This is an optimization exercise on Yosys and OpenROAD, whose aim is small area, a short achievable clock period and few clock cycles, not a production implementation.
At most, simulation tests tie the RTL to the original design; equivalence was not proved.
The RTL of run 1 was laid out without a check of its function.

==> flow/design.v <==
module helix_half (
    input  wire [159:0] z_in,    
    input  wire [31:0]  a,
    input  wire [31:0]  b,
    output wire [159:0] z_out
);
    wire [31:0] z0 = z_in[31:0];
    wire [31:0] z1 = z_in[63:32];
    wire [31:0] z2 = z_in[95:64];
    wire [31:0] z3 = z_in[127:96];
    wire [31:0] z4 = z_in[159:128];
    wire [31:0] l0 = z0 + (z3 ^ a);
    wire [31:0] r3 = {z3[16:0], z3[31:17]};                  
    wire [31:0] l1 = z1 + z4;
    wire [31:0] r4 = {z4[6:0], z4[31:7]};                    
    wire [31:0] l2 = z2 ^ l0;
    wire [31:0] r0 = {l0[22:0], l0[31:23]};                  
    wire [31:0] l3 = r3 ^ l1;
    wire [31:0] r1 = {l1[21:0], l1[31:22]};                  
    wire [31:0] l4 = r4 + l2;
    wire [31:0] r2 = {l2[14:0], l2[31:15]};                  
    wire [31:0] m0 = r0 ^ (l3 + b);
    wire [31:0] s3 = {l3[1:0], l3[31:2]};                    
    wire [31:0] m1 = r1 ^ l4;
    wire [31:0] s4 = {l4[18:0], l4[31:19]};                  
    wire [31:0] m2 = r2 + m0;
    wire [31:0] s0 = {m0[11:0], m0[31:12]};                  
    wire [31:0] m3 = s3 + m1;
    wire [31:0] s1 = {m1[20:0], m1[31:21]};                  
    wire [31:0] m4 = s4 ^ m2;
    wire [31:0] s2 = {m2[26:0], m2[31:27]};                  
    assign z_out = {m4, m3, s2, s1, s0};
endmodule
module helix_core (
    input  wire         clk,
    input  wire         rst,           
    input  wire         in_valid,
    output wire         in_ready,
    input  wire [1:0]   in_op,         
    input  wire         in_dir,        
    input  wire         in_xmv,        
    input  wire [255:0] in_key,        
    input  wire [5:0]   in_klen,       
    input  wire [127:0] in_nonce,      
    input  wire [127:0] in_mac,        
    input  wire [31:0]  in_data,       
    input  wire [1:0]   in_nbytes,     
    output reg          out_valid,
    output reg  [2:0]   out_status,    
    output reg  [31:0]  out_data,
    output wire [127:0] out_mac
);
    localparam OP_INIT   = 2'd0;
    localparam OP_WORD   = 2'd1;
    localparam OP_FINISH = 2'd2;
    localparam ST_OK    = 3'd0;
    localparam ST_VALID = 3'd1;
    localparam ST_STATE = 3'd2;
    localparam ST_AUTH  = 3'd3;
    localparam ST_ILL   = 3'd4;
    localparam S_IDLE   = 3'd0;    
    localparam S_DATA2  = 3'd1;    
    localparam S_KEYMIX = 3'd2;
    localparam S_PRIME  = 3'd4;
    localparam S_MAC    = 3'd5;
    localparam S_MACFIN = 3'd6;
    localparam [31:0] MAC_CONST = 32'h912d94f1;
    reg  [2:0]   state;
    reg          rdy;
    reg          h;            
    reg  [3:0]   cnt;          
    reg          active;       
    reg          fin;          
    reg          xc;           
    reg          dir;
    reg          xmv;
    reg          mism;         
    reg  [5:0]   klen;
    reg  [1:0]   lw;
    reg  [159:0] z;            
    reg  [255:0] k;            
    reg  [127:0] n;            
    reg  [31:0]  ctr;
    reg  [127:0] mac;          
    reg  [31:0]  wreg;         
    reg  [31:0]  xreg;         
    assign in_ready = rdy;
    assign out_mac  = mac;
    wire accept = in_valid & rdy;
    wire [31:0]  half_a = h ? wreg : 32'd0;
    wire [31:0]  half_b = h ? xreg : ((state == S_KEYMIX) ? 32'd0 : k[31:0]);
    wire [159:0] hout;
    wire [159:0] z_nonce = {k[255:224],
                            k[223:192] ^ n[127:96],
                            k[191:160] ^ n[95:64],
                            k[159:128] ^ n[63:32],
                            k[127:96]  ^ n[31:0]};
    wire [159:0] z_kmix  = {{26'd0, klen} + 32'd64, k[127:0]};
    wire [159:0] z_xc    = {z[159:32], z[31:0] ^ (xc ? MAC_CONST : 32'd0)};
    wire [159:0] half_z  = (state == S_KEYMIX && !h) ? z_kmix :
                           (state == S_PRIME && !h && cnt == 4'd0) ? z_nonce : z_xc;
    helix_half u_half (
        .z_in (half_z),
        .a    (half_a),
        .b    (half_b),
        .z_out(hout)
    );
    wire [2:0]  j = ctr[2:0];
    wire        corr = ctr[31];
    reg  [7:0]  xsmall;
    always @* begin
        case (j)
        3'd0: xsmall = 8'd0;
        3'd1: xsmall = {klen, 2'b00};
        3'd2: xsmall = 8'd0;
        3'd3: xsmall = {7'd0, corr};
        3'd4: xsmall = 8'd1;
        3'd5: xsmall = {klen, 2'b10};
        3'd6: xsmall = 8'd3;
        default: xsmall = {5'd0, 1'b1, 1'b0, corr};
        endcase
    end
    wire [31:0] nj = n[32*j[1:0] +: 32] ^ {32{j[2]}};
    wire [31:0] x1 = k[159:128] + nj + ctr + {24'd0, xsmall};
    wire [31:0] fin_mask = (in_nbytes == 2'd1) ? 32'h000000ff :
                           (in_nbytes == 2'd2) ? 32'h0000ffff :
                           (in_nbytes == 2'd3) ? 32'h00ffffff : 32'hffffffff;
    wire [31:0] word_mask = (in_op == OP_FINISH) ? fin_mask : 32'hffffffff;
    wire [31:0] w_in      = in_data & word_mask;
    wire [31:0] o_word    = (w_in ^ z[31:0]) & word_mask;
    wire [31:0] d_word    = dir ? o_word : w_in;
    reg [255:0] key_masked;
    integer b;
    always @* begin
        for (b = 0; b < 32; b = b + 1)
            key_masked[8*b +: 8] = (b < in_klen) ? in_key[8*b +: 8] : 8'd0;
    end
    wire init_bad  = (in_klen > 6'd32) | (in_xmv & ~in_dir);
    wire acc_init  = accept & (in_op == OP_INIT) & ~init_bad;
    wire acc_data  = accept & active & ((in_op == OP_WORD) |
                                        ((in_op == OP_FINISH) & (in_nbytes != 2'd0)));
    wire acc_fin0  = accept & active & (in_op == OP_FINISH) & (in_nbytes == 2'd0);
    wire acc_fin   = accept & active & (in_op == OP_FINISH);
    wire blk_end   = h & ((state == S_DATA2) | (state == S_PRIME) | (state == S_MAC));
    wire tag_cap   = ((state == S_MAC) & ~h & (cnt >= 4'd8)) | (state == S_MACFIN);
    wire tag_diff  = (mac[31:0] != z[31:0]);
    always @(posedge clk) begin
        xreg <= (state == S_KEYMIX) ? 32'd0 : x1;
        wreg <= (state == S_IDLE) ? d_word :
                (state == S_MAC)  ? {30'd0, lw} : 32'd0;
        if ((state == S_IDLE) ? acc_data : (state != S_MACFIN))
            z <= hout;
        xc <= (state == S_IDLE) ? acc_fin0 : ((state == S_DATA2) & fin);
        if (acc_init) begin
            k <= key_masked;
            n <= in_nonce;
        end else if ((state == S_KEYMIX) & h) begin
            k <= {k[127:0], k[255:128] ^ hout[127:0]};
        end else if (blk_end) begin
            k <= {k[31:0], k[255:32]};
        end
        if (acc_init)
            ctr <= 32'd0;
        else if (blk_end)
            ctr <= ctr + 32'd1;
        if (acc_init)
            mac <= in_mac;
        else if (tag_cap)
            mac <= {z[31:0], mac[127:32]};
        if (acc_init) begin
            klen <= in_klen;
            dir  <= in_dir;
            xmv  <= in_xmv;
        end
        if (acc_fin) begin
            lw   <= in_nbytes;
            mism <= 1'b0;
        end else if (tag_cap) begin
            mism <= mism | tag_diff;
        end
        if (state == S_IDLE)
            fin <= (in_op == OP_FINISH);
        if (accept)
            out_data <= ((in_op == OP_FINISH) & (in_nbytes == 2'd0)) ? 32'd0 : o_word;
        if (state == S_IDLE) begin
            if (in_op == OP_INIT)
                out_status <= (in_klen > 6'd32) ? ST_VALID : ST_ILL;
            else if (in_op == 2'd3)
                out_status <= ST_ILL;
            else
                out_status <= active ? ST_OK : ST_STATE;
        end else begin
            out_status <= ((state == S_MACFIN) & dir & xmv & (mism | tag_diff)) ? ST_AUTH : ST_OK;
        end
    end
    always @(posedge clk) begin
        if (rst) begin
            state     <= S_IDLE;
            rdy       <= 1'b1;
            h         <= 1'b0;
            cnt       <= 4'd0;
            active    <= 1'b0;
            out_valid <= 1'b0;
        end else begin
            out_valid <= 1'b0;
            case (state)
            S_IDLE: begin
                h   <= 1'b0;
                cnt <= 4'd0;
                if (accept) begin
                    if (acc_init) begin
                        active <= 1'b0;
                        state  <= S_KEYMIX;
                        rdy    <= 1'b0;
                    end else if (acc_data) begin
                        out_valid <= (in_op == OP_WORD);
                        h         <= 1'b1;
                        state     <= S_DATA2;
                        rdy       <= 1'b0;
                    end else if (acc_fin0) begin
                        state <= S_MAC;
                        rdy   <= 1'b0;
                    end else begin
                        out_valid <= 1'b1;    
                    end
                end
            end
            S_DATA2: begin
                h <= 1'b0;
                if (fin) begin
                    state <= S_MAC;
                end else begin
                    state <= S_IDLE;
                    rdy   <= 1'b1;
                end
            end
            S_KEYMIX: begin
                h <= ~h;
                if (h) begin
                    cnt <= cnt + 4'd1;
                    if (cnt == 4'd7) begin
                        cnt   <= 4'd0;
                        state <= S_PRIME;
                    end
                end
            end
            S_PRIME: begin
                h <= ~h;
                if (h) begin
                    cnt <= cnt + 4'd1;
                    if (cnt == 4'd7) begin
                        active    <= 1'b1;
                        out_valid <= 1'b1;
                        state     <= S_IDLE;
                        rdy       <= 1'b1;
                    end
                end
            end
            S_MAC: begin
                h <= ~h;
                if (h) begin
                    cnt <= cnt + 4'd1;
                    if (cnt == 4'd10)
                        state <= S_MACFIN;
                end
            end
            S_MACFIN: begin
                active    <= 1'b0;
                out_valid <= 1'b1;
                state     <= S_IDLE;
                rdy       <= 1'b1;
            end
            default: begin
                state <= S_IDLE;
                rdy   <= 1'b1;
            end
            endcase
        end
    end
endmodule
==> flow/flow/run.sh <==
#!/bin/bash
# Standard ORFS layout (standard synthesis, floorplan, placement, CTS, routing) with a larger
# setup margin for the resizer's timing repair, so that it works on paths well inside the
# 20 ns clock. The SDC and every other setting are the standard flow's.
set -euo pipefail
MARGIN=$(cat flow/margin.txt 2>/dev/null || echo 13)
bash standard.sh SETUP_SLACK_MARGIN=$MARGIN finish > flow_make.log 2>&1
==> flow/flow/margin.txt <==
13
==> flow/standard.sh <==
#!/bin/bash
# synth_recipe.tcl (not shown) runs the flow's synth.tcl, then flattens the netlist and writes it again
# the make line also repeats each setting of config.mk as NAME=value (left out here)
make -C /OpenROAD-flow-scripts/flow DESIGN_CONFIG=/design/flow/config.mk WORK_HOME=/design/flow/orfs CLKGATE_MAP_FILE= SYNTH_SCRIPT=/design/flow/synth_recipe.tcl "${@:-finish}"
==> flow/config.mk <==
export PLATFORM = sky130hd
export DESIGN_NAME = helix_core
export DESIGN_NICKNAME = helix_core
export VERILOG_FILES = /design/flow/design.v
export SDC_FILE = /design/flow/constraint.sdc
export NUM_CORES = 4
export LEC_CHECK = 0
export CAP_MARGIN = 20
export CORE_MARGIN = 2
export CORE_UTILIZATION = 40
export PLACE_DENSITY = 0.6
export SLEW_MARGIN = 20
==> flow/constraint.sdc <==
create_clock -name core_clock -period 20.0 [get_ports {clk}]
set_input_delay 4.0000 -clock core_clock [delete_from_list [all_inputs] [get_ports {clk}]]
set_output_delay 4.0000 -clock core_clock [all_outputs]
set_load 0.01 [all_outputs]
==> flow_metrics.env, run 1 <==
export IMPL_required_ps=20470
export IMPL_insertion_delay_ps=750
export IMPL_clockBufferDepth=3
export IMPL_cp_start_kind="flop"
export IMPL_fin_skew_ps=38.2
export IMPL_reg2reg_slack_ps=11330
export IMPL_criticalPathCategory="reg2reg"
export IMPL_multi_input_area_sq_um=35100
export IMPL_grt_pass1_vias=49400
export IMPL_fill_cells=11700
export IMPL_dp_cells=8039
export IMPL_dieArea_sq_um=138000
export IMPL_vias=51900
export IMPL_io_buffers=723
export IMPL_worst_slew_pin_slew_ps=1280
export IMPL_clkTransAtPathRegs_ps=60
export IMPL_syn_area_per_cell_sq_um=9.43
export IMPL_routed_wl_microns=302000
export IMPL_slew_headroom=0.135
export IMPL_avgRoutedWirePerCell_microns=34.8
export IMPL_drv_cap=0
export IMPL_gp_congestion=1.10
export IMPL_worstPathMaxFanout=6
export IMPL_post_route_util=0.583
export IMPL_grt_start_max_net_pins=80
export IMPL_grt_pass1_wl_microns=402000
export IMPL_slowest_delay_ps=390
export IMPL_slew_viol_final=0
export IMPL_synth_main_ff_cell="edfxtp_1"
export IMPL_hold_viol_final=0
export IMPL_io_pins=724
export IMPL_root_buffer="clkbuf_16"
export IMPL_tritoncts="yes"
export IMPL_overflow=0
export IMPL_cts_htree_levels=3
export IMPL_min_path_type="reg2reg"
export IMPL_holdWs_ps=495
export IMPL_syn_nets=6584
export IMPL_rsz0062_at_grt="true"
export IMPL_ys_types=89
export IMPL_hpwl_microns=235000
export IMPL_final_cell_mix="1,056 x nand2_1, 723 x clkdlybuf4s50_1, 715 x edfxtp_1, 417 x xnor2_1, 402 x a21oi_1"
export IMPL_nets=7677
export IMPL_post_route_min_period_ps=8670
export IMPL_layout_commonest_cell="nand2_1"
export IMPL_critPathArrivalTime_ps=9140
export IMPL_drt_iter0_drc=6506
export IMPL_rr_worst_depth=48
export IMPL_ant_nets=0
export IMPL_setup_viol=0
export IMPL_synthCells=5731
export IMPL_initial_utilization=0.404
export IMPL_place_area_sq_um=63900
export IMPL_numCtsBuffers=99
export IMPL_yosys_warnings=1
export IMPL_post_route_drc_count=0
export IMPL_vias_per_cell=5.97
export IMPL_synth_edff_count=715
export IMPL_syn_to_final_growth_pct=44.4
export IMPL_stdcell_count=8685
export IMPL_async_reset_ff_frac=0
export IMPL_drt_first_pass_iters=8
export IMPL_outcome="complete, no violations"
export IMPL_synth_seq_cells=827
export IMPL_syn_area_sq_um=54000
export IMPL_die_h_microns=372
export IMPL_clkSinkCount=827
export IMPL_end_kind="flop"
export IMPL_antenna_found_initial=18
export IMPL_drive_gt1_frac=0.219
export IMPL_cp_common_cell="buf_4"
export IMPL_post_route_period_util=0.434
export IMPL_cp_slowest_cell="a221o_1"
export IMPL_seq_area_sq_um=23700
export IMPL_grt_usage=0.424
export IMPL_die_w_microns=372
export IMPL_design_area_sq_um=78000
export IMPL_hold_depth=2
export IMPL_ys_seq_area_frac=0.439
export IMPL_max_freq_ghz=0.115
export IMPL_coreArea_sq_um=134000
export IMPL_holdBufCountCts=0
export IMPL_setup_tns_ps=0
export IMPL_rows=134
[routing by layer]
metal	vias up	wire length [microns]	global-route usage
met5	-	95	0
met4	16	23000	0.255
met3	704	35100	0.119
met2	3234	130000	0.643
met1	25600	114000	0.537
li1	22300	-	-
[cell usage after synthesis, types with 6 or more instances]
| master | count | share of area |
|---|---|---|
| mux4_2 | 32 | 0.013 |
| xnor3_1 | 6 | 0.0025 |
| buf_1 | 31 | 0.0022 |
| a211oi_1 | 55 | 0.0076 |
| dfxtp_1 | 112 | 0.041 |
| o21bai_1 | 40 | 0.0056 |
| clkbuf_1 | 239 | 0.017 |
| buf_2 | 7 | 0.00065 |
| nand4_1 | 33 | 0.0038 |
| nor2_1 | 422 | 0.029 |
| and3_1 | 24 | 0.0028 |
| edfxtp_1 | 715 | 0.40 |
| nor4_1 | 8 | 0.00093 |
| and2_1 | 17 | 0.0020 |
| and4_1 | 8 | 0.0013 |
| ha_1 | 249 | 0.058 |
| nor3_1 | 39 | 0.0036 |
| a21oi_1 | 512 | 0.047 |
| nand3_1 | 63 | 0.0058 |
| or3_1 | 7 | 0.00081 |
| nand2b_1 | 32 | 0.0037 |
| o21a_1 | 17 | 0.0024 |
| a22oi_1 | 69 | 0.0096 |
| fa_1 | 45 | 0.017 |
| xor2_1 | 237 | 0.038 |
| xnor2_1 | 573 | 0.093 |
| inv_1 | 219 | 0.015 |
| xnor2_2 | 6 | 0.0018 |
| mux2i_1 | 33 | 0.0061 |
| o21ai_0 | 381 | 0.035 |
| a31o_2 | 7 | 0.0011 |
| a31oi_1 | 135 | 0.016 |
| nand2_1 | 1082 | 0.075 |
| o31ai_1 | 6 | 0.00083 |
| a22o_1 | 12 | 0.0019 |
| a21o_1 | 100 | 0.014 |
| o211ai_1 | 10 | 0.0014 |
| or2_2 | 9 | 0.0010 |
| nor2b_1 | 30 | 0.0035 |
| o21ai_1 | 7 | 0.00065 |
[worst max-delay path, delay by kind of cell, from the launching register on]
| family | cells | cell delay (ps) |
|---|---|---|
| AO/OA/AOI/OAI | 15 | 2950 |
| XOR/XNOR | 5 | 760 |
| buffers and inverters | 9 | 1150 |
| AND/OR/NAND/NOR | 15 | 1980 |
| adder cells (fa/ha/maj) | 4 | 1210 |
| flip-flops | 1 | 320 |
[what timing repair did]
| action | in CTS | in global routing |
|---|---|---|
| gates cloned | 12 | 6 |
| pin swaps | 217 | 224 |
| buffers inserted | 265 | 168 |
| setup endpoints to repair | 758 | 383 |
| resized for setup | 749 | 425 |
[path summary, 6_finish.rpt]
check	start	end
hold reg to reg	ctr[30]	ctr[30]
setup reg to reg	cnt[0]	k[127]
hold / removal	ctr[30]	ctr[30]
setup / recovery	cnt[0]	k[127]
[metrics by stage]
| stage | setup WS (ps) |
|---|---|
| final | 11330 |
| after global routing | 11070 |
| after CTS | 11280 |
| after detailed placement | 8450 |
| after global placement | 8030 |
| after floorplan | 10650 |
[cell families after synthesis]
group / count (synthesis) / synth area share
mux: 65 / 0.0195
xor+xnor: 829 / 0.138
fa+ha+maj: 295 / 0.0746
flops: 827 / 0.439
buf+inv: 498 / 0.0349
simple gates: 1792 / 0.137
compound gates: 1425 / 0.157
[layout make-up]
class | count | area share
diodes | 8 | 0.000257
well taps | 1768 | 0.0284
multi-input cells | 4411 | 0.450
repair buffers | 1264 | 0.162
clock inverters | 60 | 0.00879
inverters | 220 | 0.0111
flip-flops and latches | 827 | 0.304
repair inverters | 1 | 0.0000642
clock buffers | 126 | 0.0344
[sequential cells by signal (all words and copies together), names as in the netlist, 2 cells and up]
name        count
out_data       32
ctr            32
klen            6
wreg           32
n             128
xreg           32
out_status      3
k             256
z             160
state           3
mac           128
lw              2
cnt             4
==> run 2: changes to the inputs <==
--- a/flow/design.v
+++ b/flow/design.v
@@ -63,2 +63,3 @@
     localparam S_KEYMIX = 3'd2;
+    localparam S_NONCE  = 3'd3;
     localparam S_PRIME  = 3'd4;
@@ -73,3 +74,2 @@
     reg          fin;          
-    reg          xc;           
     reg          dir;
@@ -92,13 +92,4 @@
     wire [159:0] hout;
-    wire [159:0] z_nonce = {k[255:224],
-                            k[223:192] ^ n[127:96],
-                            k[191:160] ^ n[95:64],
-                            k[159:128] ^ n[63:32],
-                            k[127:96]  ^ n[31:0]};
-    wire [159:0] z_kmix  = {{26'd0, klen} + 32'd64, k[127:0]};
-    wire [159:0] z_xc    = {z[159:32], z[31:0] ^ (xc ? MAC_CONST : 32'd0)};
-    wire [159:0] half_z  = (state == S_KEYMIX && !h) ? z_kmix :
-                           (state == S_PRIME && !h && cnt == 4'd0) ? z_nonce : z_xc;
     helix_half u_half (
-        .z_in (half_z),
+        .z_in (z),
         .a    (half_a),
@@ -122,3 +113,3 @@
     end
-    wire [31:0] nj = n[32*j[1:0] +: 32] ^ {32{j[2]}};
+    wire [31:0] nj = n[31:0] ^ {32{j[2]}};
     wire [31:0] x1 = k[159:128] + nj + ctr + {24'd0, xsmall};
@@ -150,5 +141,25 @@
                 (state == S_MAC)  ? {30'd0, lw} : 32'd0;
-        if ((state == S_IDLE) ? acc_data : (state != S_MACFIN))
+        if (state == S_IDLE) begin
+            if (acc_init)
+                z <= {{26'd0, in_klen} + 32'd64, key_masked[127:0]};
+            else if (acc_data)
+                z <= hout;
+            else if (acc_fin0)
+                z <= {z[159:32], z[31:0] ^ MAC_CONST};
+        end else if (state == S_KEYMIX) begin
+            if (h)
+                z <= {{26'd0, klen} + 32'd64, hout[127:0] ^ k[255:128]};
+            else
+                z <= hout;
+        end else if (state == S_NONCE) begin
+            z <= {k[255:224],
+                  k[223:192] ^ n[127:96],
+                  k[191:160] ^ n[95:64],
+                  k[159:128] ^ n[63:32],
+                  k[127:96]  ^ n[31:0]};
+        end else if (state == S_DATA2) begin
+            z <= fin ? (hout ^ {128'd0, MAC_CONST}) : hout;
+        end else if ((state == S_PRIME) | (state == S_MAC)) begin
             z <= hout;
-        xc <= (state == S_IDLE) ? acc_fin0 : ((state == S_DATA2) & fin);
+        end
         if (acc_init) begin
@@ -160,4 +171,5 @@
             k <= {k[31:0], k[255:32]};
-        end
-        if (acc_init)
+            n <= {n[31:0], n[127:32]};
+        end
+        if (state == S_NONCE)
             ctr <= 32'd0;
@@ -240,7 +252,10 @@
                     cnt <= cnt + 4'd1;
-                    if (cnt == 4'd7) begin
-                        cnt   <= 4'd0;
-                        state <= S_PRIME;
-                    end
-                end
+                    if (cnt == 4'd7)
+                        state <= S_NONCE;
+                end
+            end
+            S_NONCE: begin
+                h     <= 1'b0;
+                cnt   <= 4'd0;
+                state <= S_PRIME;
             end
==> flow/run.sh (new file) <==
#!/bin/bash
# synth_recipe.tcl (not shown) runs the flow's synth.tcl, then flattens the netlist and writes it again
# the make line also repeats each setting of config.mk as NAME=value (left out here)
make -C /OpenROAD-flow-scripts/flow DESIGN_CONFIG=/design/flow/config.mk WORK_HOME=/design/flow/orfs CLKGATE_MAP_FILE= SYNTH_SCRIPT=/design/flow/synth_recipe.tcl finish
removed: flow/flow/run.sh
removed: flow/flow/margin.txt
removed: flow/standard.sh
==> flow_metrics.env, run 2 <==
export IMPL_max_freq_ghz=0.0940
export IMPL_worst_slew_pin_slew_ps=1270
export IMPL_ys_top_cells_by_area="edfxtp_1 37%, nand2_1 10%, xnor2_1 7.2%"
export IMPL_die_h_microns=383
export IMPL_synth_top_area_cell="edfxtp_1"
export IMPL_rr_worst_depth=36
export IMPL_vias_per_cell=6.26
export IMPL_post_route_period_util=0.532
export IMPL_synth_top_area_share=0.373
export IMPL_rows=139
export IMPL_gp_congestion=1.14
export IMPL_hpwl_microns=258000
export IMPL_holdBufCountCts=0
export IMPL_grtUsageMet3=0.147
export IMPL_yosys_warnings=1
export IMPL_cts_repair_resized=0
export IMPL_hold_depth=2
export IMPL_syn_area_sq_um=57600
export IMPL_design_area_sq_um=70900
export IMPL_clkTransAtPathRegs_ps=60
export IMPL_drt_iter0_drc=9778
export IMPL_io_buffers=723
export IMPL_routed_wl_microns=324000
export IMPL_async_reset_ff_frac=0
export IMPL_synthCells=6567
export IMPL_coreArea_sq_um=143000
export IMPL_ant_nets=0
export IMPL_drive_gt1_frac=0.0523
export IMPL_crit_buf_inv=2
export IMPL_layout_commonest_cell="nand2_1"
export IMPL_syn_to_final_growth_pct=23.1
export IMPL_place_area_sq_um=67300
export IMPL_outcome="complete, no violations"
export IMPL_dieArea_sq_um=147000
export IMPL_setup_tns_ps=0
export IMPL_insertion_delay_ps=760
export IMPL_fin_skew_ps=70.7
export IMPL_ys_types=86
export IMPL_slew_viol_final=0
export IMPL_synthTopCellsByCount="1,553 x nand2_1, 715 x edfxtp_1, 575 x a21oi_1, 471 x xnor2_1, 428 x nor2_1"
export IMPL_dp_cells=8998
export IMPL_hold_viol_final=0
export IMPL_overflow=0
export IMPL_drt_first_pass_iters=13
export IMPL_top_usage_layer="met2"
export IMPL_cp_slowest_cell="xor2_1"
export IMPL_min_path_type="reg2reg"
export IMPL_reg_top3="k: 256 flops, z: 160 flops"
export IMPL_vias=57600
export IMPL_cp_depth=36
export IMPL_yosysMostFrequentCell="nand2_1"
export IMPL_cts_htree_levels=3
export IMPL_root_buffer="clkbuf_16"
export IMPL_critPathArrivalTime_ps=11100
export IMPL_stdcell_count=9203
export IMPL_grt_usage=0.425
export IMPL_crit_family="compound AO/OA/AOI/OAI gates"
export IMPL_synth_seq_cells=826
export IMPL_clkSinkCount=826
export IMPL_met1_usage=0.554
export IMPL_die_w_microns=383
export IMPL_slowest_delay_ps=910
export IMPL_end_kind="flop"
export IMPL_rsz0062_at_grt="false"
export IMPL_nets=8055
export IMPL_ys_seq_area_frac=0.411
export IMPL_cp_start_kind="flop"
export IMPL_synth_edff_count=715
export IMPL_use_met2=0.604
export IMPL_postCtsSetupBuffers=0
export IMPL_worstPathMaxFanout=44
export IMPL_grt_pass1_wl_microns=432000
export IMPL_initial_utilization=0.402
export IMPL_setup_viol=0
export IMPL_final_cell_mix="1,549 x nand2_1, 723 x clkdlybuf4s50_1, 715 x edfxtp_1, 568 x a21oi_1, 459 x xnor2_1"
export IMPL_slew_headroom=0.144
export IMPL_antenna_found_initial=38
export IMPL_top_register="k"
export IMPL_syn_nets=7422
export IMPL_numCtsBuffers=100
export IMPL_grt_pass1_vias=52900
export IMPL_criticalPathCategory="reg2reg"
export IMPL_grt_start_max_net_pins=167
export IMPL_post_route_min_period_ps=10640
export IMPL_io_pins=724
export IMPL_clockBufferDepth=3
export IMPL_tritoncts="yes"
export IMPL_synth_main_ff_cell="edfxtp_1"
export IMPL_post_route_drc_count=0
export IMPL_cp_common_cell="a21oi_1"
export IMPL_largest_register_ffs=256
export IMPL_drv_cap=0
export IMPL_avgRoutedWirePerCell_microns=35.2
export IMPL_required_ps=20460
export IMPL_syn_area_per_cell_sq_um=8.77
==> run 2: worst paths after layout <==
path | from | endpoint | slack (ps)
max | h | z[127] | 9360
min | mism | mism | 490
min reg2reg | mism | mism | 490
max reg2reg | h | z[127] | 9360
==> run 2: layout make-up <==
cell class              count  area (sq um)
inverters                 221           840
diodes                     14          35.0
multi-input cells        5193         32100
clock buffers             131          2720
repair buffers            858          8350
clock inverters            57           762
well taps                1903          2380
flip-flops and latches    826         23700
fillers                 13600         72400
==> run 2: cells by family after synthesis <==
logic type | Yosys count | share of synthesized area
compound gates | 1695 | 0.182
xor+xnor | 810 | 0.126
fa+ha+maj | 296 | 0.0702
buf+inv | 548 | 0.0357
flops | 826 | 0.411
mux | 47 | 0.00823
simple gates | 2345 | 0.167
==> run 2: through the flow <==
stage           util  setup WS (ps)  hold WS, ps
6_report       0.495           9360          491
5_1_grt        0.495           8890          524
4_1_cts        0.494           9650          493
3_5_place_dp   0.470           9700          481
3_3_place_gp   0.469           9570          469
2_1_floorplan      -           2830          418
==> run 2: layer usage <==
layer	vias up	wire length, microns
met3	827	46000
met2	4521	131000
met1	27800	123000
li1	24400	-
met5	-	188
met4	24	23200
==> run 2: tightest hold or removal path, cell delays in order (launching register included) <==
cell	delay, ps
dfxtp_1	300
inv_1	80
a211oi_1	70
Testbench counts of run 2, summed over its fixed seeds: cycles 13,468.
==> run 3: changes to the inputs <==
--- a/flow/design.v
+++ b/flow/design.v
@@ -60,9 +60,7 @@
     localparam ST_ILL   = 3'd4;
-    localparam S_IDLE   = 3'd0;    
-    localparam S_DATA2  = 3'd1;    
+    localparam S_IDLE  = 3'd0;    
+    localparam S_DATA2 = 3'd1;    
     localparam S_KEYMIX = 3'd2;
-    localparam S_NONCE  = 3'd3;
-    localparam S_PRIME  = 3'd4;
-    localparam S_MAC    = 3'd5;
-    localparam S_MACFIN = 3'd6;
+    localparam S_PRIME = 3'd3;
+    localparam S_MAC   = 3'd4;
     localparam [31:0] MAC_CONST = 32'h912d94f1;
@@ -89,4 +87,9 @@
     wire accept = in_valid & rdy;
-    wire [31:0]  half_a = h ? wreg : 32'd0;
-    wire [31:0]  half_b = h ? xreg : ((state == S_KEYMIX) ? 32'd0 : k[31:0]);
+    wire st_idle  = (state == S_IDLE);
+    wire st_data2 = (state == S_DATA2);
+    wire st_km    = (state == S_KEYMIX);
+    wire st_prime = (state == S_PRIME);
+    wire st_mac   = (state == S_MAC);
+    wire         second = st_data2 | ((st_prime | st_mac) & h);
+    wire [31:0]  half_b = second ? xreg : (st_km ? 32'd0 : k[31:0]);
     wire [159:0] hout;
@@ -94,3 +97,3 @@
         .z_in (z),
-        .a    (half_a),
+        .a    (wreg),
         .b    (half_b),
@@ -113,3 +116,3 @@
     end
-    wire [31:0] nj = n[31:0] ^ {32{j[2]}};
+    wire [31:0] nj = n[32*j[1:0] +: 32] ^ {32{j[2]}};
     wire [31:0] x1 = k[159:128] + nj + ctr + {24'd0, xsmall};
@@ -134,10 +137,19 @@
     wire acc_fin   = accept & active & (in_op == OP_FINISH);
-    wire blk_end   = h & ((state == S_DATA2) | (state == S_PRIME) | (state == S_MAC));
-    wire tag_cap   = ((state == S_MAC) & ~h & (cnt >= 4'd8)) | (state == S_MACFIN);
-    wire tag_diff  = (mac[31:0] != z[31:0]);
+    wire blk_end   = st_data2 | ((st_prime | st_mac) & h);
+    wire km_last   = (cnt == 4'd7);
+    wire tag_cap   = st_mac & h & (cnt >= 4'd7);
+    wire mac_last  = st_mac & h & (cnt == 4'd10);
+    wire tag_diff  = (mac[31:0] != hout[31:0]);
+    wire [127:0] t_new  = hout[127:0] ^ k[255:128];
+    wire [159:0] z_kmix = {{26'd0, klen} + 32'd64, t_new};
+    wire [159:0] z_nonce = {k[127:96],
+                            k[95:64] ^ n[127:96],
+                            k[63:32] ^ n[95:64],
+                            k[31:0]  ^ n[63:32],
+                            hout[127:96] ^ (k[255:224] ^ n[31:0])};
     always @(posedge clk) begin
-        xreg <= (state == S_KEYMIX) ? 32'd0 : x1;
-        wreg <= (state == S_IDLE) ? d_word :
-                (state == S_MAC)  ? {30'd0, lw} : 32'd0;
-        if (state == S_IDLE) begin
+        xreg <= x1;
+        wreg <= st_idle ? (acc_data ? d_word : 32'd0) :
+                (st_mac & ~h) ? {30'd0, lw} : 32'd0;
+        if (st_idle) begin
             if (acc_init)
@@ -148,16 +160,7 @@
                 z <= {z[159:32], z[31:0] ^ MAC_CONST};
-        end else if (state == S_KEYMIX) begin
-            if (h)
-                z <= {{26'd0, klen} + 32'd64, hout[127:0] ^ k[255:128]};
-            else
-                z <= hout;
-        end else if (state == S_NONCE) begin
-            z <= {k[255:224],
-                  k[223:192] ^ n[127:96],
-                  k[191:160] ^ n[95:64],
-                  k[159:128] ^ n[63:32],
-                  k[127:96]  ^ n[31:0]};
-        end else if (state == S_DATA2) begin
-            z <= fin ? (hout ^ {128'd0, MAC_CONST}) : hout;
-        end else if ((state == S_PRIME) | (state == S_MAC)) begin
+        end else if (st_km & h) begin
+            z <= km_last ? z_nonce : z_kmix;
+        end else if (st_data2 & fin) begin
+            z <= {hout[159:32], hout[31:0] ^ MAC_CONST};
+        end else begin
             z <= hout;
@@ -167,9 +170,8 @@
             n <= in_nonce;
-        end else if ((state == S_KEYMIX) & h) begin
-            k <= {k[127:0], k[255:128] ^ hout[127:0]};
+        end else if (st_km & h) begin
+            k <= {k[127:0], t_new};
         end else if (blk_end) begin
             k <= {k[31:0], k[255:32]};
-            n <= {n[31:0], n[127:32]};
-        end
-        if (state == S_NONCE)
+        end
+        if (acc_init)
             ctr <= 32'd0;
@@ -180,3 +182,3 @@
         else if (tag_cap)
-            mac <= {z[31:0], mac[127:32]};
+            mac <= {hout[31:0], mac[127:32]};
         if (acc_init) begin
@@ -192,3 +194,3 @@
         end
-        if (state == S_IDLE)
+        if (st_idle)
             fin <= (in_op == OP_FINISH);
@@ -196,3 +198,3 @@
             out_data <= ((in_op == OP_FINISH) & (in_nbytes == 2'd0)) ? 32'd0 : o_word;
-        if (state == S_IDLE) begin
+        if (st_idle) begin
             if (in_op == OP_INIT)
@@ -204,3 +206,3 @@
         end else begin
-            out_status <= ((state == S_MACFIN) & dir & xmv & (mism | tag_diff)) ? ST_AUTH : ST_OK;
+            out_status <= (mac_last & dir & xmv & (mism | tag_diff)) ? ST_AUTH : ST_OK;
         end
@@ -228,3 +230,2 @@
                         out_valid <= (in_op == OP_WORD);
-                        h         <= 1'b1;
                         state     <= S_DATA2;
@@ -240,3 +241,2 @@
             S_DATA2: begin
-                h <= 1'b0;
                 if (fin) begin
@@ -251,11 +251,9 @@
                 if (h) begin
-                    cnt <= cnt + 4'd1;
-                    if (cnt == 4'd7)
-                        state <= S_NONCE;
-                end
-            end
-            S_NONCE: begin
-                h     <= 1'b0;
-                cnt   <= 4'd0;
-                state <= S_PRIME;
+                    if (km_last) begin
+                        cnt   <= 4'd0;
+                        state <= S_PRIME;
+                    end else begin
+                        cnt   <= cnt + 4'd1;
+                    end
+                end
             end
@@ -277,11 +275,9 @@
                     cnt <= cnt + 4'd1;
-                    if (cnt == 4'd10)
-                        state <= S_MACFIN;
-                end
-            end
-            S_MACFIN: begin
-                active    <= 1'b0;
-                out_valid <= 1'b1;
-                state     <= S_IDLE;
-                rdy       <= 1'b1;
+                    if (cnt == 4'd10) begin
+                        active    <= 1'b0;
+                        out_valid <= 1'b1;
+                        state     <= S_IDLE;
+                        rdy       <= 1'b1;
+                    end
+                end
             end
==> flow/flow/run.sh (new file) <==
#!/bin/bash
# Standard ORFS layout (the standard.sh: standard synthesis, floorplan, placement, CTS,
# routing) with two changes: the resizer's timing repair gets a larger setup margin, so
# that it works on the paths well inside the 20 ns clock, and the port buffers that
# every input and output gets are buf_1 cells. The SDC and every other setting are
# the standard flow's and flow/config.mk's. make's full output goes to flow_make.log; ORFS keeps each
# step's log under orfs/logs/.
set -euo pipefail
bash standard.sh SETUP_SLACK_MARGIN=13 "BUFFER_PORTS_ARGS=-buffer_cell sky130_fd_sc_hd__buf_1" finish > flow_make.log 2>&1
==> flow/standard.sh (new file) <==
#!/bin/bash
# synth_recipe.tcl (not shown) runs the flow's synth.tcl, then flattens the netlist and writes it again
# the make line also repeats each setting of config.mk as NAME=value (left out here)
make -C /OpenROAD-flow-scripts/flow DESIGN_CONFIG=/design/flow/config.mk WORK_HOME=/design/flow/orfs CLKGATE_MAP_FILE= SYNTH_SCRIPT=/design/flow/synth_recipe.tcl "${@:-finish}"
--- a/flow/config.mk
+++ b/flow/config.mk
@@ -9,4 +9,5 @@
 export CORE_MARGIN = 2
-export CORE_UTILIZATION = 40
-export PLACE_DENSITY = 0.6
+export CORE_UTILIZATION = 45
+export PLACE_DENSITY = 0.57
 export SLEW_MARGIN = 20
+export TNS_END_PERCENT = 0
removed: flow/run.sh
==> flow_metrics.env, run 3 <==
export IMPL_slowest_delay_ps=780
export IMPL_design_area_sq_um=70400
export IMPL_syn_nets=7008
export IMPL_synth_seq_cells=826
export IMPL_rr_worst_depth=24
export IMPL_dieArea_sq_um=129000
export IMPL_post_route_period_util=0.383
export IMPL_die_w_microns=359
export IMPL_post_route_drc_count=0
export IMPL_numCtsBuffers=97
export IMPL_setup_ws_ps=12350
export IMPL_fin_skew_ps=58.6
export IMPL_vias=56700
export IMPL_synth_top_area_cell="edfxtp_1"
export IMPL_post_route_util=0.562
export IMPL_initial_utilization=0.452
export IMPL_reg_top3="k: 256 flops, z: 160 flops"
export IMPL_drive_gt1_frac=0.144
export IMPL_die_h_microns=359
export IMPL_ys_seq_area_frac=0.419
export IMPL_top_register="k"
export IMPL_drt_first_pass_iters=8
export IMPL_clkTransAtPathRegs_ps=60
export IMPL_synthTopCellsByCount="1,139 x nand2_1, 715 x edfxtp_1, 502 x a21oi_1, 475 x xnor2_1, 451 x nor2_1"
export IMPL_syn_area_sq_um=56600
export IMPL_grt_pass1_wl_microns=410000
export IMPL_outcome="complete, no violations"
export IMPL_syn_area_per_cell_sq_um=9.20
export IMPL_largest_register_ffs=256
export IMPL_critPathArrivalTime_ps=8040
export IMPL_place_area_sq_um=61800
export IMPL_min_delay_worst_endpoint="ctr[27]"
export IMPL_setup_viol=0
export IMPL_clockBufferDepth=3
export IMPL_syn_to_final_growth_pct=24.3
export IMPL_gp_congestion=1.12
export IMPL_async_reset_ff_frac=0
export IMPL_pre_cts_ws_ps=10200
export IMPL_cp_slowest_cell="a31oi_1"
export IMPL_hp_start="ctr[27]"
export IMPL_reg2reg_slack_ps=12490
export IMPL_grt_pass1_vias=51300
export IMPL_final_cell_mix="1,127 x nand2_1, 721 x buf_1, 715 x edfxtp_1, 451 x a21oi_1, 433 x nor2_1"
export IMPL_insertion_delay_ps=770
export IMPL_coreArea_sq_um=125000
export IMPL_synth_main_ff_cell="edfxtp_1"
export IMPL_nets=7892
export IMPL_r2r_start="z[142]"
export IMPL_setup_tns_ps=0
export IMPL_slew_headroom=0.135
export IMPL_hold_viol_final=0
export IMPL_synth_top_area_share=0.379
export IMPL_worstPathMaxFanout=115
export IMPL_holdBufCountCts=0
export IMPL_synth_edff_count=715
export IMPL_rows=130
export IMPL_end_kind="flop"
export IMPL_cp_start_kind="input port"
export IMPL_drv_cap=0
export IMPL_antenna_found_initial=34
export IMPL_rsz0062_at_grt="true"
export IMPL_avgRoutedWirePerCell_microns=35.0
export IMPL_overflow=0
export IMPL_grt_usage=0.463
export IMPL_ant_nets=0
export IMPL_worst_slew_pin_slew_ps=1290
export IMPL_slew_viol_final=0
export IMPL_cts_htree_levels=3
export IMPL_required_ps=20380
export IMPL_hold_depth=2
export IMPL_root_buffer="clkbuf_16"
export IMPL_post_route_min_period_ps=7650
export IMPL_grt_start_max_net_pins=145
export IMPL_max_freq_ghz=0.131
export IMPL_yosys_warnings=1
export IMPL_criticalPathCategory="in2reg"
export IMPL_tritoncts="yes"
export IMPL_yosysMostFrequentCell="nand2_1"
export IMPL_io_buffers=723
export IMPL_synthCells=6154
export IMPL_routed_wl_microns=308000
export IMPL_hpwl_microns=242000
export IMPL_ys_types=88
export IMPL_min_path_type="reg2reg"
export IMPL_vias_per_cell=6.45
export IMPL_layout_commonest_cell="nand2_1"
export IMPL_clkSinkCount=826
export IMPL_r2r_end="z[159]"
export IMPL_cp_cell_sequence="clkdlybuf4s15_2, nor2_4, nand2_2, o21ai_4, nand4_1, buf_4, inv_8, buf_12, nor3_2, a21oi_1, a31oi_1"
export IMPL_io_pins=724
export IMPL_drt_iter0_drc=9351
export IMPL_ys_top_cells_by_area="edfxtp_1 38%, nand2_1 7.6%, xnor2_1 7.3%"
==> run 3: cell count changes after synthesis, moves of 13 or more <==
cell      before   now
a211oi_1      50    35
a21oi_1      575   502
a221oi_1      82    50
a22oi_1       20     6
mux2i_1       44    66
mux4_2         0    32
nand2_1     1553  1139
nand3_1       69   115
nor2_1       428   451
nor3_1        71    55
o21ai_0      356   447
xor2_1       325   312
==> run 3: worst max-delay path: cells and delay by family <==
| kind | cells | cell delay, ps |
|---|---|---|
| AOI/OAI and AO/OA | 3 | 1030 |
| and+or+nand+nor | 4 | 1180 |
| buffers and inverters | 4 | 1300 |
==> run 3: how the worst max path moves through the flow <==
stage / startpoint / endpoint / slack, ps / cells past startpoint
finish: in_klen[2] / z[6] / 12350 / 11
global route: z[96] / z[30] / 12420 / 30
CTS: z[128] / z[68] / 12550 / 35
detailed placement: z[128] / z[64] / 10200 / 31
global placement: z[128] / z[66] / 9840 / 32
floorplan: in_klen[2] / k[0] / 12460 / 9
==> run 3: layout make-up <==
type                            instances  area, sq um
Multi-Input combinational cell       4806        34600
Clock inverter                         41          533
Sequential cell                       826        23700
Inverter                              208          791
Antenna cell                           10         25.0
Tap cell                             1650         2060
Fill cell                           11400        54900
Timing Repair Buffer                 1099         5950
Clock buffer                          141         2680
==> run 3: kinds of logic (layout without fill, tap and decap cells) <==
kind of cell | Yosys count | after routing | synth area share
compound gates | 1652 | 1652 | 0.178
flops | 826 | 826 | 0.419
simple gates | 1950 | 1952 | 0.143
fa+ha+maj | 295 | 295 | 0.0712
other cells | 0 | 10 | 0
buf+inv | 524 | 1489 | 0.0349
mux | 99 | 99 | 0.0246
xor+xnor | 808 | 808 | 0.130
==> run 3: stage by stage <==
stage	hold slack, ps	instances
finish	500	8781
global route	538	8771
CTS	506	8675
detailed placement	498	8367
global placement	470	8366
floorplan	418	6154
==> run 3: metal layers <==
metal  GRT usage  part of all wire  up-vias
met5           0           0.00065        -
met4       0.245             0.067       34
met3       0.180              0.16      831
met2       0.632              0.39     4413
met1       0.628              0.38    27700
li1            -                 -    23700
==> run 3: what timing repair did <==
action                     4_1_cts  5_1_grt
setup endpoints to repair      772      690
pin swaps                       98      123
buffers inserted               123       96
gates resized for setup        379      211
gates cloned                     3        0
Testbench counts of run 3, summed over its fixed seeds: cycles 13,212.
==> run 4: changes to the inputs <==
--- a/flow/config.mk
+++ b/flow/config.mk
@@ -9,4 +9,4 @@
 export CORE_MARGIN = 2
-export CORE_UTILIZATION = 45
-export PLACE_DENSITY = 0.57
+export CORE_UTILIZATION = 55
+export PLACE_DENSITY = 0.67
 export SLEW_MARGIN = 20
==> flow_metrics.env, run 4 <==
export IMPL_outcome="complete, no violations"
export IMPL_min_path_type="reg2reg"
export IMPL_synth_top_area_cell="edfxtp_1"
export IMPL_synth_main_ff_cell="edfxtp_1"
export IMPL_initial_utilization=0.556
export IMPL_die_h_microns=325
export IMPL_largest_register_ffs=256
export IMPL_synthTopCellsByCount="1,139 x nand2_1, 715 x edfxtp_1, 502 x a21oi_1, 475 x xnor2_1, 451 x nor2_1"
export IMPL_max_freq_ghz=0.128
export IMPL_ys_top_cells_by_area="edfxtp_1 38%, nand2_1 7.6%, xnor2_1 7.3%"
export IMPL_avgRoutedWirePerCell_microns=35.6
export IMPL_clkTransAtPathRegs_ps=60
export IMPL_slew_headroom=0.0790
export IMPL_cp_depth=19
export IMPL_dieArea_sq_um=106000
export IMPL_numCtsBuffers=95
export IMPL_post_route_period_util=0.391
export IMPL_criticalPathCategory="reg2reg"
export IMPL_vias=58500
export IMPL_post_route_min_period_ps=7830
export IMPL_coreArea_sq_um=102000
export IMPL_grt_pass1_wl_microns=410000
export IMPL_yosys_area_share_simple=0.143
export IMPL_nets=7825
export IMPL_synth_top_area_share=0.379
export IMPL_synth_seq_cells=826
export IMPL_cp_start_kind="flop"
export IMPL_ys_types=88
export IMPL_fin_skew_ps=49.7
export IMPL_required_ps=20540
export IMPL_end_kind="flop"
export IMPL_rsz0062_at_grt="true"
export IMPL_insertion_delay_ps=740
export IMPL_clockBufferDepth=3
export IMPL_worstPathMaxFanout=33
export IMPL_reg2reg_slack_ps=12170
export IMPL_synth_compound_area_frac=0.178
export IMPL_io_buffers=723
export IMPL_crit_family="compound AO/OA/AOI/OAI gates"
export IMPL_setup_viol=0
export IMPL_final_cell_mix="1,133 x nand2_1, 722 x buf_1, 715 x edfxtp_1, 469 x a21oi_1, 434 x nor2_1"
export IMPL_drv_cap=0
export IMPL_cp_cell_sequence="nor2_1, nand2_1, buf_4, nand2_1, o21ai_1, ha_2, xor2_1, or3_1, o2111ai_1, nor3_1, buf_4, xnor2_1, o211ai_1, or4_1, a2111oi_0, nand4_1, nor4_2, a41oi_1, a21o_1"
export IMPL_drive_gt1_frac=0.125
export IMPL_hold_depth=2
export IMPL_ys_seq_area_frac=0.419
export IMPL_r2r_end="out_status[1]"
export IMPL_yosys_warnings=1
export IMPL_yosysMostFrequentCell="nand2_1"
export IMPL_muxShareOfSynthArea=0.0246
export IMPL_slowest_delay_ps=620
export IMPL_hp_start="ctr[27]"
export IMPL_drt_first_pass_iters=9
export IMPL_worst_slew_pin_slew_ps=1370
export IMPL_synth_xor_area_frac=0.130
export IMPL_crit_buf_inv=2
export IMPL_setup_tns_ps=0
export IMPL_overflow=0
export IMPL_min_delay_worst_endpoint="ctr[27]"
export IMPL_root_buffer="clkbuf_16"
export IMPL_io_pins=724
export IMPL_synth_top_family_by_area="compound AO/OA/AOI/OAI gates"
export IMPL_top_register="k"
export IMPL_reg_top3="k: 256 flops, z: 160 flops"
export IMPL_layout_commonest_cell="nand2_1"
export IMPL_rows=117
export IMPL_slew_viol_final=0
export IMPL_syn_to_final_growth_pct=21.6
export IMPL_cp_slowest_cell="dfxtp_1"
export IMPL_syn_nets=7008
export IMPL_hold_viol_final=0
export IMPL_critPathArrivalTime_ps=8360
export IMPL_routed_wl_microns=301000
export IMPL_tritoncts="yes"
export IMPL_r2r_start="state[2]"
export IMPL_synth_adder_area_share=0.0712
export IMPL_async_reset_ff_frac=0
export IMPL_place_area_sq_um=61200
export IMPL_grt_usage=0.554
export IMPL_cts_htree_levels=3
export IMPL_design_area_sq_um=68800
export IMPL_grt_start_max_net_pins=129
export IMPL_hpwl_microns=235000
export IMPL_gp_congestion=1.12
export IMPL_antenna_found_initial=39
export IMPL_syn_area_sq_um=56600
export IMPL_post_route_drc_count=0
export IMPL_synth_edff_count=715
export IMPL_drt_iter0_drc=12200
export IMPL_grt_pass1_vias=53900
export IMPL_synthCells=6154
export IMPL_ant_nets=0
export IMPL_syn_area_per_cell_sq_um=9.20
export IMPL_die_w_microns=325
export IMPL_rr_worst_depth=19
export IMPL_clkSinkCount=826
export IMPL_vias_per_cell=6.93
export IMPL_holdBufCountCts=0
==> run 4: cell counts after synthesis <==
No cell type changed its count.
==> run 4: cell families (layout without fill, tap and decap cells) <==
kind of cell	count (synthesis)	count (layout)
other cells	0	23
xor+xnor	808	808
mux	99	99
buf+inv	524	1420
compound gates	1652	1652
simple gates	1950	1951
fa+ha+maj	295	295
flops	826	826
==> run 4: layout make-up <==
| cell class | instances | area [sq um] |
|---|---|---|
| Antenna cell | 23 | 57.6 |
| Clock buffer | 121 | 2530 |
| Clock inverter | 56 | 719 |
| Fill cell | 7978 | 33100 |
| Inverter | 208 | 796 |
| Multi-Input combinational cell | 4805 | 33900 |
| Sequential cell | 826 | 23700 |
| Tap cell | 1368 | 1710 |
| Timing Repair Buffer | 1035 | 5360 |
==> run 4: repair_timing <==
action,4_1_cts,5_1_grt
endpoints found under the setup margin,771,797
buffers inserted,150,27
resized for setup,383,84
pin swaps,109,63
gates cloned,2,0
==> run 4: worst max path at each step <==
stage,endpoint,start
after detailed placement,z[30],z[96]
after global placement,z[68],z[128]
after global routing,z[21],z[96]
final,out_status[1],state[2]
after floorplan,k[0],in_klen[2]
after CTS,z[68],z[128]
==> run 4: through the flow <==
step | setup slack [ps] | cells | utilization | hold slack, ps
finish | 12170 | 8442 | 0.675 | 497
floorplan | 12460 | 6154 | - | 418
detailed placement | 10200 | 8061 | 0.600 | 491
global route | 12180 | 8424 | 0.675 | 509
CTS | 12560 | 8390 | 0.668 | 499
global placement | 10150 | 8061 | 0.600 | 472
==> run 4: tightest hold or removal path: stages, from the launching register on <==
cell and delay [ps]:
dfxtp_1 320, o21ai_0 70, a21oi_1 60
==> run 4: layer usage <==
layer,part of all wire,GRT usage,vias to the layer above
met5,0.0013,0,-
met4,0.091,0.360,30
met3,0.19,0.297,1451
met2,0.38,0.737,5875
met1,0.34,0.690,27600
li1,-,-,23600
==> run 5: changes to the inputs <==
--- a/flow/design.v
+++ b/flow/design.v
@@ -143,3 +143,3 @@
     wire [127:0] t_new  = hout[127:0] ^ k[255:128];
-    wire [159:0] z_kmix = {{26'd0, klen} + 32'd64, t_new};
+    wire [159:0] z_kmix = {25'd0, 1'b1, klen, t_new};
     wire [159:0] z_nonce = {k[127:96],
@@ -154,8 +154,6 @@
         if (st_idle) begin
-            if (acc_init)
-                z <= {{26'd0, in_klen} + 32'd64, key_masked[127:0]};
-            else if (acc_data)
-                z <= hout;
-            else if (acc_fin0)
-                z <= {z[159:32], z[31:0] ^ MAC_CONST};
+            if (acc_init | acc_data | acc_fin0)
+                z <= (in_op == OP_INIT) ? {25'd0, 1'b1, in_klen, key_masked[127:0]} :
+                     (in_nbytes == 2'd0 && in_op == OP_FINISH) ? {z[159:32], z[31:0] ^ MAC_CONST} :
+                     hout;
         end else if (st_km & h) begin
@@ -167,5 +165,7 @@
         end
-        if (acc_init) begin
-            k <= key_masked;
-            n <= in_nonce;
+        if (st_idle) begin
+            if (acc_init) begin
+                k <= key_masked;
+                n <= in_nonce;
+            end
         end else if (st_km & h) begin
@@ -175,10 +175,14 @@
         end
-        if (acc_init)
-            ctr <= 32'd0;
-        else if (blk_end)
+        if (st_idle) begin
+            if (acc_init)
+                ctr <= 32'd0;
+        end else if (blk_end) begin
             ctr <= ctr + 32'd1;
-        if (acc_init)
-            mac <= in_mac;
-        else if (tag_cap)
+        end
+        if (st_idle) begin
+            if (acc_init)
+                mac <= in_mac;
+        end else if (tag_cap) begin
             mac <= {hout[31:0], mac[127:32]};
+        end
         if (acc_init) begin
--- a/flow/config.mk
+++ b/flow/config.mk
@@ -9,4 +9,5 @@
 export CORE_MARGIN = 2
-export CORE_UTILIZATION = 55
-export PLACE_DENSITY = 0.67
+export CORE_UTILIZATION = 45
+export CTS_BUF_LIST = sky130_fd_sc_hd__clkbuf_4
+export PLACE_DENSITY = 0.57
 export SLEW_MARGIN = 20
==> flow_metrics.env, run 5 <==
export IMPL_nets=7599
export IMPL_drt_first_pass_iters=10
export IMPL_final_cell_mix="748 x nand2_1, 747 x edfxtp_1, 723 x buf_1, 449 x nor2_1, 366 x xnor2_1"
export IMPL_tritoncts="yes"
export IMPL_so_faults="max-capacitance violations, max-slew violations"
export IMPL_layout_commonest_cell="nand2_1"
export IMPL_largest_register_ffs=256
export IMPL_grt_start_max_net_pins=142
export IMPL_slew_headroom=-0.00768
export IMPL_antenna_found_initial=54
export IMPL_yosys_warnings=1
export IMPL_async_reset_ff_frac=0
export IMPL_ant_nets=0
export IMPL_reg_top3="k: 256 flops, z: 160 flops"
export IMPL_hpwl_microns=258000
export IMPL_syn_to_final_growth_pct=22.7
export IMPL_critPathArrivalTime_ps=8800
export IMPL_drive_gt1_frac=0.164
export IMPL_setup_viol=0
export IMPL_initial_utilization=0.453
export IMPL_dieArea_sq_um=127000
export IMPL_cp_common_cell="a21oi_2"
export IMPL_rr_worst_depth=28
export IMPL_clkTransAtPathRegs_ps=70
export IMPL_slew_viol_final=2
export IMPL_top_register="k"
export IMPL_synth_top_area_cell="edfxtp_1"
export IMPL_outcome="finished with violations"
export IMPL_ys_types=84
export IMPL_r2r_start="z[128]"
export IMPL_synth_edff_count=747
export IMPL_hold_depth=2
export IMPL_synth_seq_cells=826
export IMPL_avgRoutedWirePerCell_microns=37.6
export IMPL_min_delay_worst_endpoint="wreg[1]"
export IMPL_syn_area_per_cell_sq_um=9.76
export IMPL_synthCells=5732
export IMPL_fill_cells=11100
export IMPL_slowest_delay_ps=460
export IMPL_worst_slew_pin_slew_ps=1500
export IMPL_cp_start_kind="flop"
export IMPL_pre_cts_ws_ps=9950
export IMPL_grt_usage=0.495
export IMPL_syn_nets=6586
export IMPL_required_ps=21000
export IMPL_ys_seq_area_frac=0.429
export IMPL_rows=129
export IMPL_yosysMostFrequentCell="nand2_1"
export IMPL_vias=56600
export IMPL_end_kind="flop"
export IMPL_setup_ws_ps=12200
export IMPL_rsz0062_at_grt="true"
export IMPL_cp_slowest_cell="xor2_1"
export IMPL_io_buffers=723
export IMPL_ys_top_cells_by_area="edfxtp_1 40%, xnor2_1 6.9%, ha_1 5.6%"
export IMPL_r2r_end="z[152]"
export IMPL_die_w_microns=357
export IMPL_max_freq_ghz=0.128
export IMPL_min_path_type="reg2reg"
export IMPL_cts_htree_levels=4
export IMPL_clkSinkCount=826
export IMPL_hold_viol_final=0
export IMPL_post_route_period_util=0.390
export IMPL_grt_pass1_wl_microns=426000
export IMPL_reg2reg_slack_ps=12200
export IMPL_syn_area_sq_um=55900
export IMPL_setup_tns_ps=0
export IMPL_post_route_min_period_ps=7800
export IMPL_root_buffer="clkbuf_4"
export IMPL_seq_area_sq_um=24000
export IMPL_criticalPathCategory="reg2reg"
export IMPL_gp_congestion=1.09
export IMPL_overflow=0
export IMPL_fin_skew_ps=121
export IMPL_drv_cap=2
export IMPL_drt_iter0_drc=11000
export IMPL_vias_per_cell=6.56
export IMPL_multi_input_area_sq_um=33000
export IMPL_hp_start="lw[1]"
export IMPL_clockBufferDepth=3
export IMPL_numCtsBuffers=229
export IMPL_routed_wl_microns=324000
export IMPL_synth_top_area_share=0.401
export IMPL_synth_main_ff_cell="edfxtp_1"
export IMPL_post_route_drc_count=0
export IMPL_io_pins=724
export IMPL_synthTopCellsByCount="755 x nand2_1, 747 x edfxtp_1, 471 x nor2_1, 443 x xnor2_1, 400 x o21ai_0"
export IMPL_coreArea_sq_um=123000
export IMPL_insertion_delay_ps=1370
export IMPL_die_h_microns=357
export IMPL_grt_pass1_vias=51400
export IMPL_worstPathMaxFanout=6
## run 5: cell type report
type / count / share of cell area
Inverter: 327 / 0.0181
Sequential cell: 826 / 0.350
Tap cell: 1637 / 0.0298
Timing Repair Buffer: 1036 / 0.0766
Multi-Input combinational cell: 4325 / 0.480
Antenna cell: 34 / 0.00124
Clock buffer: 314 / 0.0344
Clock inverter: 116 / 0.00966
## run 5: cell families after synthesis
logic type,synth area share
and+or+nand+nor,0.122
AOI/OAI and AO/OA,0.188
DFF,0.429
xor gates and xnor gates,0.134
buffers and inverters,0.0391
adders and majority gates,0.0720
muxes,0.0152
## run 5: layer usage
| metal | track usage | wire length (microns) | vias up | part of all wire |
|---|---|---|---|---|
| met3 | 0.231 | 54100 | 1002 | 0.17 |
| met1 | 0.632 | 117000 | 27300 | 0.36 |
| met5 | 0 | 285 | - | 0.00088 |
| met2 | 0.677 | 129000 | 5102 | 0.40 |
| met4 | 0.299 | 23800 | 40 | 0.073 |
| li1 | - | - | 23100 | - |
## run 5: worst max path at each step
| stage | from | to | slack, ps | depth (start not counted) |
|---|---|---|---|---|
| 2_1_floorplan | in_klen[1] | k[0] | 10990 | 6 |
| 5_1_grt | z[96] | z[25] | 12180 | 32 |
| 4_1_cts | z[96] | z[27] | 12580 | 35 |
| 6_report | z[128] | z[152] | 12200 | 28 |
| 3_3_place_gp | z[96] | z[31] | 9730 | 32 |
| 3_5_place_dp | z[96] | z[27] | 9950 | 33 |
## run 5: metrics by stage
step / instances / util / hold WS [ps] / cell area (sq um)
after detailed placement: 7986 / 0.496 / 457 / 61200
after CTS: 8546 / 0.549 / 480 / 67800
after floorplan: 5732 / - / 418 / 56000
after global routing: 8593 / 0.555 / 526 / 68600
final: 8615 / 0.556 / 487 / 68600
after global placement: 7984 / 0.495 / 467 / 61200
## run 5: worst max-delay path: cells and delay by family, from the launching register on
kind / cells / cell delay [ps]
AO/OA/AOI/OAI: 12 / 2880
adder cells (fa/ha/maj): 4 / 1460
XOR/XNOR: 4 / 1170
AND/OR/NAND/NOR: 5 / 920
buffers and inverters: 3 / 650
flip-flops: 1 / 390
## run 5: timing repair
item                       CTS  global route
hold endpoints to repair     0             0
setup endpoints to repair  383           432
pin swaps                  129            71
gates resized for setup    441            71
setup buffers              129            34
gates cloned                 1             0
hold buffers                 0             0
Testbench counts of run 5, summed over its fixed seeds: cycles 13,212.
==> run 6: changes to the inputs <==
--- a/flow/design.v
+++ b/flow/design.v
@@ -65,2 +65,3 @@
     localparam S_MAC   = 3'd4;
+    localparam S_NONCE = 3'd5;    
     localparam [31:0] MAC_CONST = 32'h912d94f1;
@@ -92,2 +93,3 @@
     wire st_mac   = (state == S_MAC);
+    wire st_nonce = (state == S_NONCE);
     wire         second = st_data2 | ((st_prime | st_mac) & h);
@@ -142,9 +144,12 @@
     wire tag_diff  = (mac[31:0] != hout[31:0]);
-    wire [127:0] t_new  = hout[127:0] ^ k[255:128];
-    wire [159:0] z_kmix = {25'd0, 1'b1, klen, t_new};
-    wire [159:0] z_nonce = {k[127:96],
-                            k[95:64] ^ n[127:96],
-                            k[63:32] ^ n[95:64],
-                            k[31:0]  ^ n[63:32],
-                            hout[127:96] ^ (k[255:224] ^ n[31:0])};
+    wire         km2    = st_km & h;
+    wire [127:0] xmask  = km2 ? k[255:128] :
+                          (st_data2 & fin) ? {96'd0, MAC_CONST} : 128'd0;
+    wire [127:0] hx     = hout[127:0] ^ xmask;
+    wire [159:0] z_half = {km2 ? {25'd0, 1'b1, klen} : hout[159:128], hx};
+    wire [159:0] z_nonce = {k[255:224],
+                            k[223:192] ^ n[127:96],
+                            k[191:160] ^ n[95:64],
+                            k[159:128] ^ n[63:32],
+                            k[127:96]  ^ n[31:0]};
     always @(posedge clk) begin
@@ -158,8 +163,6 @@
                      hout;
-        end else if (st_km & h) begin
-            z <= km_last ? z_nonce : z_kmix;
-        end else if (st_data2 & fin) begin
-            z <= {hout[159:32], hout[31:0] ^ MAC_CONST};
+        end else if (st_nonce) begin
+            z <= z_nonce;
         end else begin
-            z <= hout;
+            z <= z_half;
         end
@@ -170,4 +173,4 @@
             end
-        end else if (st_km & h) begin
-            k <= {k[127:0], t_new};
+        end else if (km2) begin
+            k <= {k[127:0], hx};
         end else if (blk_end) begin
@@ -257,3 +260,3 @@
                         cnt   <= 4'd0;
-                        state <= S_PRIME;
+                        state <= S_NONCE;
                     end else begin
@@ -262,2 +265,6 @@
                 end
+            end
+            S_NONCE: begin
+                h     <= 1'b0;
+                state <= S_PRIME;
             end
==> flow_metrics.env, run 6 <==
export IMPL_outcome="complete, no violations"
export IMPL_post_route_period_util=0.373
export IMPL_ys_seq_area_frac=0.426
export IMPL_fill_cells=11400
export IMPL_grt_pass1_wl_microns=386000
export IMPL_tritoncts="yes"
export IMPL_dieArea_sq_um=128000
export IMPL_syn_to_final_growth_pct=22.4
export IMPL_ys_top_cells_by_area="edfxtp_1 40%, xnor2_1 8.5%, nand2_1 6.5%"
export IMPL_grt_usage=0.437
export IMPL_syn_area_sq_um=56400
export IMPL_setup_tns_ps=0
export IMPL_reg_top3="k: 256 flops, z: 160 flops"
export IMPL_end_kind="flop"
export IMPL_synthCells=5899
export IMPL_clockBufferDepth=3
export IMPL_synth_seq_cells=826
export IMPL_worstPathMaxFanout=4
export IMPL_clkTransAtPathRegs_ps=70
export IMPL_avgRoutedWirePerCell_microns=32.8
export IMPL_post_route_util=0.556
export IMPL_overflow=0
export IMPL_drt_met1_wl_microns=113000
export IMPL_yosys_warnings=1
export IMPL_initial_utilization=0.455
export IMPL_routed_wl_microns=287000
export IMPL_io_buffers=723
export IMPL_slew_headroom=0.165
export IMPL_min_path_type="reg2reg"
export IMPL_syn_nets=6751
export IMPL_numCtsBuffers=228
export IMPL_vias=53700
export IMPL_drt_iter0_drc=8707
export IMPL_rows=129
export IMPL_max_freq_ghz=0.134
export IMPL_insertion_delay_ps=1310
export IMPL_clkSinkCount=826
export IMPL_die_h_microns=358
export IMPL_io_pins=724
export IMPL_highest_layer="met5"
export IMPL_syn_area_per_cell_sq_um=9.56
export IMPL_post_route_drc_count=0
export IMPL_synth_top_area_share=0.398
export IMPL_nets=7768
export IMPL_antenna_found_initial=36
export IMPL_async_reset_ff_frac=0
export IMPL_setup_viol=0
export IMPL_cp_common_cell="a21oi_2"
export IMPL_cts_htree_levels=4
export IMPL_wl_met3_microns=37500
export IMPL_slowest_delay_ps=460
export IMPL_cp_slowest_cell="a2111o_1"
export IMPL_required_ps=20970
export IMPL_synth_top_area_cell="edfxtp_1"
export IMPL_critPathArrivalTime_ps=8420
export IMPL_synth_edff_count=747
export IMPL_criticalPathCategory="reg2reg"
export IMPL_layout_commonest_cell="nand2_1"
export IMPL_cp_start_kind="flop"
export IMPL_largest_register_ffs=256
export IMPL_vias_per_cell=6.14
export IMPL_fin_skew_ps=180
export IMPL_yosysMostFrequentCell="nand2_1"
export IMPL_hpwl_microns=227000
export IMPL_met2WireLength_microns=120000
run 6: timing repair:
| action | 4_1_cts | 5_1_grt |
|---|---|---|
| resized for setup | 348 | 106 |
| setup buffers | 134 | 49 |
| gates cloned | 3 | 0 |
| hold buffers | 0 | 0 |
| endpoints found under the setup margin | 374 | 342 |
| pin swaps | 125 | 96 |
run 6: cell families after synthesis:
logic type | after synthesis | share of synthesized area
adders and majority gates | 296 | 0.0716
DFF | 826 | 0.426
buffers and inverters | 483 | 0.0322
and+or+nand+nor | 1773 | 0.131
muxes | 186 | 0.0403
AOI/OAI and AO/OA | 1467 | 0.160
xor gates and xnor gates | 868 | 0.139
run 6: final timing paths:
check | from | end | cells past startpoint
max reg2reg | z[128] | z[124] | 30
min reg2reg | lw[0] | wreg[0] | 2
min | lw[0] | wreg[0] | 2
max | z[128] | z[124] | 30
run 6: final cells by class:
cell class | instances | area [sq um] | area share
timing repair buffer | 1050 | 5390 | 0.0782
sequential | 826 | 24000 | 0.348
clock buffer | 347 | 2610 | 0.0378
tap | 1637 | 2050 | 0.0297
clock inverter | 66 | 400 | 0.00580
antenna | 19 | 47.5 | 0.000689
multi-input combinational | 4593 | 33600 | 0.487
inverter | 217 | 837 | 0.0121
run 6: through the flow:
stage / hold slack (ps) / worst slack, ps / cell area, sq um / std cells
after CTS: 491 / 12800 / 67900 / 8687
final: 488 / 12550 / 69000 / 8755
after global routing: 501 / 12390 / 69000 / 8748
after floorplan: 418 / 12220 / 56400 / 5899
after global placement: 518 / 10490 / 61500 / 8136
after detailed placement: 526 / 10350 / 61600 / 8137
run 6: per-layer routing:
metal  vias up  track usage
met4        20        0.220
met5         -            0
li1      23100            -
met3       602        0.129
met2      3781        0.625
met1     26200        0.599
run 6: critical path: cells and delay by family, from the launching register on:
kind / cells / cell delay [ps]
AOI/OAI and AO/OA: 17 / 4060
adders and majority gates: 5 / 1550
xor gates and xnor gates: 3 / 480
and+or+nand+nor: 3 / 450
DFF: 1 / 440
buffers and inverters: 1 / 180
muxes: 1 / 90
Testbench counts of run 6, summed over its fixed seeds: cycles 13,340.

## re-timing with driven ports
The flow's constraints put no driver on any port. The routed layouts listed below were extracted and timed again, unchanged, in two steps.
Step 1 (the two cells are an assumption about what drives the block):
set clk [get_ports {clk}]
set_driving_cell -lib_cell sky130_fd_sc_hd__clkbuf_16 $clk
set_driving_cell -lib_cell sky130_fd_sc_hd__buf_2 [delete_from_list [all_inputs] $clk]
Step 2, shift: input delay + t, output delay - t, t = (earliest + latest rising clock arrival at the registers) / 2. This alone moves slack from input paths to output paths.
Three values: no drivers, after step 1, after step 2; two values: the first two.
| run | shift t [ns] | slack for setup (ns) | hold slack, ns |
|---|---|---|---|
| run 1 | 0.817 | 11.327 / 11.327 / 11.327 | 0.495 / 0.495 / 0.495 |
| run 2 | 0.809 | 9.358 / 9.358 / 9.358 | 0.491 / 0.491 / 0.491 |
| run 3 | 0.824 | 12.346 / 12.373 / 11.550 | 0.500 / 0.500 / 0.500 |
| run 4 | 0.804 | 12.174 / 12.174 / 11.589 | 0.497 / 0.497 / 0.497 |
| run 5 | 1.389 | 12.199 / 12.199 / 10.836 | 0.487 / 0.487 / 0.487 |
| run 6 | 1.304 | 12.545 / 12.545 / 11.371 | 0.488 / 0.488 / 0.488 |
The setup slack of run 5, which loses most, moves by 0.000 ns with the drivers and by -1.363 ns with both steps.
